This is an optimization exercise on Yosys and OpenROAD, whose aim is small area, a short achievable clock period and few clock cycles per item, not a production implementation. In this exercise RTL edits were held to simulation tests only and were not proved equivalent to the original. Power is estimated from default activity; no workload was simulated.

Setup of sierra:
Design upb_freq_codec, start of the top module:
module upb_freq_codec (
    input             clk,
    input             rst,           
    input             in_valid,
    output            in_ready,
    input      [3:0]  in_op,         
    input             in_layout,     
    input      [31:0] in_freq,
    input      [31:0] in_fcint,
    input      [31:0] in_fcfrac,
    input      [15:0] in_dreg0,
    input      [15:0] in_dreg1,
    output            out_valid,
    output     [3:0]  out_fcause,    
    output     [31:0] out_freq,
    output     [7:0]  out_fcint,
    output     [23:0] out_fcfrac,
    output     [15:0] out_dreg0,
    output     [15:0] out_dreg1
);
export LEC_CHECK = 0
export CAP_MARGIN = 20
export CORE_MARGIN = 2
export CORE_UTILIZATION = 60
export SLEW_MARGIN = 20
create_clock -name core_clock -period 11.0 [get_ports {clk}]
standard.sh (not shown) runs the stock make flow with config.mk's settings and CLKGATE_MAP_FILE= SYNTH_SCRIPT=/design/flow/synth_recipe.tcl, a recipe that flattens the netlist after the stock synthesis.
==> flow/flow/run.sh <==
#!/bin/bash
# Standard ORFS layout (standard.sh), with the port buffers made of the smallest buffer
# and timing repair aiming below the clock period. Each step's output goes to its own log.
set -euo pipefail
export BUFFER_PORTS_ARGS="-buffer_cell sky130_fd_sc_hd__buf_1"
if [[ -f flow/margin.txt ]]; then export SETUP_SLACK_MARGIN=$(cat flow/margin.txt); fi
bash standard.sh synth > synth.log 2>&1
bash standard.sh floorplan > floorplan.log 2>&1
bash standard.sh place > place.log 2>&1
bash standard.sh cts > cts.log 2>&1
bash standard.sh route > route.log 2>&1
bash standard.sh finish > finish.log 2>&1
==> flow/flow/margin.txt <==
6.8
Testbench counts of sierra, summed over its fixed seeds: cycles 10,791, items 2,400.
[inputs] fjord vs sierra
# sierra
export LEC_CHECK = 0
export CAP_MARGIN = 20
export CORE_MARGIN = 2
export CORE_UTILIZATION = 60
export SLEW_MARGIN = 20
create_clock -name core_clock -period 11.0 [get_ports {clk}]
# fjord
export LEC_CHECK = 0
export CAP_MARGIN = 20
export CORE_MARGIN = 2
export CORE_UTILIZATION = 50
export SLEW_MARGIN = 20
create_clock -name core_clock -period 11.0 [get_ports {clk}]
==> flow/flow/margin.txt <==
7.2
### Flow results
Side by side, hold path depth turned out lower in fjord than in sierra.
Reported for fjord and sierra, arithmetic-cell share of the synthesized area counting full adders, half adders and majority gates turned out identical to the last digit.
Fraction of cell area in non-clock buffers (higher): fjord
fjord vs sierra — met3 wire length climbed by a little under 10%
Compared with sierra, fjord shows a lower power share of the clock group.
When fjord is set beside sierra, its fraction of the cycle the final worst path needs turns out to be 2.7 points smaller.
Relative to sierra, final-stage net count has gone up in fjord.
The inputs of zinc differ from those of fjord as listed below.
# fjord
export LEC_CHECK = 0
export CAP_MARGIN = 20
export CORE_MARGIN = 2
export CORE_UTILIZATION = 50
export SLEW_MARGIN = 20
create_clock -name core_clock -period 11.0 [get_ports {clk}]
# zinc
export LEC_CHECK = 0
export CAP_MARGIN = 20
export CORE_MARGIN = 2
export CORE_UTILIZATION = 55
export SLEW_MARGIN = 20
create_clock -name core_clock -period 11.0 [get_ports {clk}]
==> flow/flow/margin.txt <==
7.0
==> run summary <==
The synthesis-to-finish area growth in zinc was lower than what fjord gave. Any difference in post-CTS clock slew at the launch and capture registers of the worst setup and hold paths between fjord and zinc is small enough to ignore. fjord has higher cell count than zinc. Going from fjord to zinc, minimum clock period went up; area of combinational cells with multiple inputs went down about 4%; cell area has decreased. Diff fjord -> zinc | number of buffer and inverter instances along the worst setup path | decrease of 1. Diff fjord -> zinc | site row count | decrease of about 4%. zinc ends up with lower total power than fjord does. Measured against each other, zinc and fjord differ in combinational power share, the higher figure coming from fjord.

Starting RTL as in the previous note.
Settings: LEC_CHECK=0, CAP_MARGIN=20, CORE_MARGIN=2, CORE_UTILIZATION=55, SLEW_MARGIN=20, TNS_END_PERCENT=10; clock period 11.0 ns.
==> flow/flow/margin.txt <==
7.0
Scripts as last shown in full above: flow/flow/run.sh
Testbench counts at the start, summed over its fixed seeds: cycles 10,791, items 2,400.
Edit:
Settings changed: CAP_MARGIN 20 to 0, SLEW_MARGIN 20 to 0, TNS_END_PERCENT 10 to default.
What happened:
- The changed run went through all stages and came out clean
- total power increases by about 0.7%
- die area does not change
- register-to-register slack improves by 110 ps
Edit:
==> flow/flow/margin.txt (replaced) <==
7.1
Settings changed: CAP_MARGIN 0 to 10, SLEW_MARGIN 0 to 10.
Effect: The new run completed without violations; core utilization came out higher by 1.5 points; critical path depth came out lower by 2; clock skew barely changes; worst setup slack gets worse by 21 ps; sequential power barely changes; register-to-register slack gets worse by 20 ps; routed wire length came out higher by 2.2%; global-route usage came out higher by 0.37 points; sequential share of layout area came out lower by 0.42 points; power came out higher by 1.8%; synthesized cell count does not change.
Edit:
==> flow/flow/margin.txt (replaced) <==
7.2
Settings changed: CAP_MARGIN 10 to 20, SLEW_MARGIN 10 to 20, TNS_END_PERCENT from default to 20.
After rerunning:
- final cell count came out higher by 0.47%
- total power rises by 0.72%
- count of clock-buffer cells in the layout does not change
- sequential power is about the same
- sequential share of layout area fell by 0.11 points
- routed wire length goes up by 1.1%
- fmax came out higher by 0.86%
- global-route usage falls by 0.22 points
- first-iteration DRC count fell by 6.2%
Edit:
==> flow/flow/margin.txt (replaced) <==
7.0
Settings changed: GPL_ROUTABILITY_DRIVEN from default to 0, TNS_END_PERCENT 20 to default.
Count of clock-buffer cells in the layout is unchanged.
Power decreases by 1.7%.
Utilization went down by 1.7 points.
Combinational power came out lower by 3.3%.
Die area does not change.
Synthesized area is unchanged.

Setup of run 1:
Another version of the RTL of upb_freq_codec (not shown whole).
Size: about 240 I/O pins, about 9000 µm² of cells after synthesis.
export LEC_CHECK = 0
export ABC_AREA = 1
export CAP_MARGIN = 20
export CORE_MARGIN = 2
export CORE_UTILIZATION = 45
export SLEW_MARGIN = 20
create_clock -name core_clock -period 11.0 [get_ports {clk}]
==> flow/flow/margin.txt <==
7.4
Scripts as last shown in full above: flow/flow/run.sh
Run 1: PASS, flow complete, no timing, DRC or antenna violations
Testbench counts of run 1, summed over its fixed seeds: cycles 12,458, items 2,400.
Modified inputs, run 2 compared to run 1
Settings: removing ABC_AREA (formerly 1); changing CORE_UTILIZATION from 45 to 62.
==> flow/flow/margin.txt <==
7.0
## What came out
- NOTE: signed area change from the synthesized netlist to the final layout in run 2 falls short of that of run 1
- Against run 1, run 2 reports a final design area excluding fillers that is lower.
- Looking only at period utilization, and setting everything else aside, the higher value of run 1 and run 2 goes to run 2.
- The number of global-route vias before repair in run 1 is 1.19 times that in run 2.
- In the reports for run 1 and run 2, the larger cell count after synthesis belongs to run 1.
- Looking at total vias in the final route across both flows, run 2 is the stronger of the two, with run 1 trailing.
- The area after synthesis of run 2 falls short of that of run 1 by about 5%.
- Run comparison: run 2 critical-path cell with the highest stage delay sky130_fd_sc_hd__or3_1; run 1 critical-path cell with the highest stage delay sky130_fd_sc_hd__ha_4
What run 3 does differently from run 2 at the input level:
Settings: a change of CORE_UTILIZATION from 62 to 45.
==> flow/flow/margin.txt <==
7.1
## What came out
- When run 3 is set beside run 2, its worst setup slack turns out to be 0.17 ns larger.
- In the metrics for run 3 and run 2, the one carrying the higher hold slack is run 3.
- Side by side, wire length turned out higher in run 3 than in run 2.
- Per the comparison of run 3 with run 2, met2 usage in global routing shows a reduction of 15 points, routed length per instance shows a reduction of 0.88 µm.

== v14 ==
upb_freq_codec again, from the RTL that the note above started with.
clock: 11.0 ns
lec_check: 0
cap_margin: 20
core_margin: 2
core_utilization: 55
cts_cluster_diameter: 150
cts_cluster_size: 32
slew_margin: 20
==> flow/flow/margin.txt <==
7.0
Scripts as last shown in full above: flow/flow/run.sh
v14 finished end to end and its layout was clean on timing, DRC and antenna.
Testbench counts of v14, summed over its fixed seeds: cycles 12,458, items 2,400.
Changes in v26 relative to v14:
--- a/flow/config.mk
+++ b/flow/config.mk
@@ -9,5 +9,3 @@
 export CORE_MARGIN = 2
 export CORE_UTILIZATION = 55
-export CTS_CLUSTER_DIAMETER = 150
-export CTS_CLUSTER_SIZE = 32
 export SLEW_MARGIN = 20
--- outcome ---
Both conditions hold for v26: the flow ran to the end and the final layout passed the timing, DRC and antenna checks. Looking at v14 and v26, the number of maximum-capacitance constraint violations is a wash. Status: max-slew violation count parity (v14, v26). As far as final setup violation count goes, v14 and v26 are indistinguishable; the numbers are identical. v26 -> v14: worst hold slack delta 0, exact match. v26 -> v14: path length in cells of the critical path delta 0, exact match. v14 and v26 ended up with nearly the same count of flip-flops with a built-in enable after synthesis. Comparing v14 against v26, there is no change at all in number of hold buffers added after cts. Comparing v14 against v26, there is no change at all in overall die height. Sequential power delta (v14 -> v26): insignificant.
For v45, these inputs were changed with respect to v26:
==> flow/flow/margin.txt <==
6.9
--- a/flow/config.mk
+++ b/flow/config.mk
@@ -8,4 +8,4 @@
 export CAP_MARGIN = 20
 export CORE_MARGIN = 2
-export CORE_UTILIZATION = 55
+export CORE_UTILIZATION = 50
 export SLEW_MARGIN = 20
--- outcome ---
- Relative to v26, transition time at the pin with the least slew margin decreased by 16 ps in v45.
- Delta (v45 minus v26): post-route worst setup slack fell by 150 ps; global-route wire length before repair moved up; number of global-route vias before repair went down by 1.3%.
- The via count reported for v45 is lower than the one for v26.
- In the tables for v45 and v26, final period utilization reads lower with v26.
What v37 does differently from v45 at the input level:
==> flow/flow/margin.txt <==
6.7
--- a/flow/config.mk
+++ b/flow/config.mk
@@ -8,4 +8,4 @@
 export CAP_MARGIN = 20
 export CORE_MARGIN = 2
-export CORE_UTILIZATION = 50
+export CORE_UTILIZATION = 45
 export SLEW_MARGIN = 20
[summary]
- v37 finished every stage and its layout cleared the timing, DRC and antenna checks.
- Compare v45 and v37 | final core utilization higher: v45
- Compared with v45, in v37 post-placement setup slack fell by 100 ps, non-clock buffer total of the final layout moved down.

what the ideal ports hide:
No port has a modelled driver above. Below, the same layouts with a new extraction and two added sets of constraints.
Step 1 (the two cells are an assumption about what drives the block):
set clk [get_ports {clk}]
set_driving_cell -lib_cell sky130_fd_sc_hd__clkbuf_16 $clk
set_driving_cell -lib_cell sky130_fd_sc_hd__buf_2 [delete_from_list [all_inputs] $clk]
Step 2 also shifts input and output timing later by t, the mid clock arrival at the registers, as if the neighbouring blocks saw the same clock.
a / b / c = ideal ports / drivers / drivers and shift; a / b = the first two.
run	t (ns)	slack for setup (ns)	worst setup path at the end	worst register clock-pin slew, ns	worst data-port slew with drivers (ns)
sierra	0.399	6.893 / 6.893 / 6.587	input to register	0.08 / 0.08	0.04
fjord	0.396	7.190 / 7.190 / 6.922	input to register	0.09 / 0.09	0.05
zinc	0.396	7.140 / 7.140 / 6.784	input to register	0.08 / 0.08	0.04
the first run of note 2	0.395	7.030 / 7.030 / 6.684	input to register	0.08 / 0.08	0.04
the second run of note 2	0.396	7.140 / 7.140 / 6.784	input to register	0.08 / 0.08	0.04
the third run of note 2	0.392	7.120 / 7.120 / 6.801	input to register	0.08 / 0.08	0.04
the fourth run of note 2	0.404	7.153 / 7.153 / 6.910	input to register	0.09 / 0.09	0.04
the fifth run of note 2	0.402	6.930 / 6.930 / 6.753	input to register	0.09 / 0.09	0.04
run 1	0.384	7.385 / 7.385 / 7.110	input to register	0.06 / 0.06	0.06
run 2	0.391	7.036 / 7.036 / 6.772	input to register	0.07 / 0.07	0.06
run 3	0.403	7.205 / 7.205 / 6.855	input to register	0.07 / 0.07	0.06
v14	0.389	7.138 / 7.138 / 6.817	input to register	0.07 / 0.07	0.04
v26	0.389	7.138 / 7.138 / 6.817	input to register	0.07 / 0.07	0.04
v45	0.387	6.989 / 7.011 / 6.624	input to register	0.07 / 0.07	0.06
v37	0.395	6.908 / 6.908 / 6.577	input to register	0.06 / 0.06	0.05
After both steps every run listed still meets setup and hold. The setup slack of v45, which loses most, moves by +0.022 ns with the drivers and by -0.365 ns with both steps.
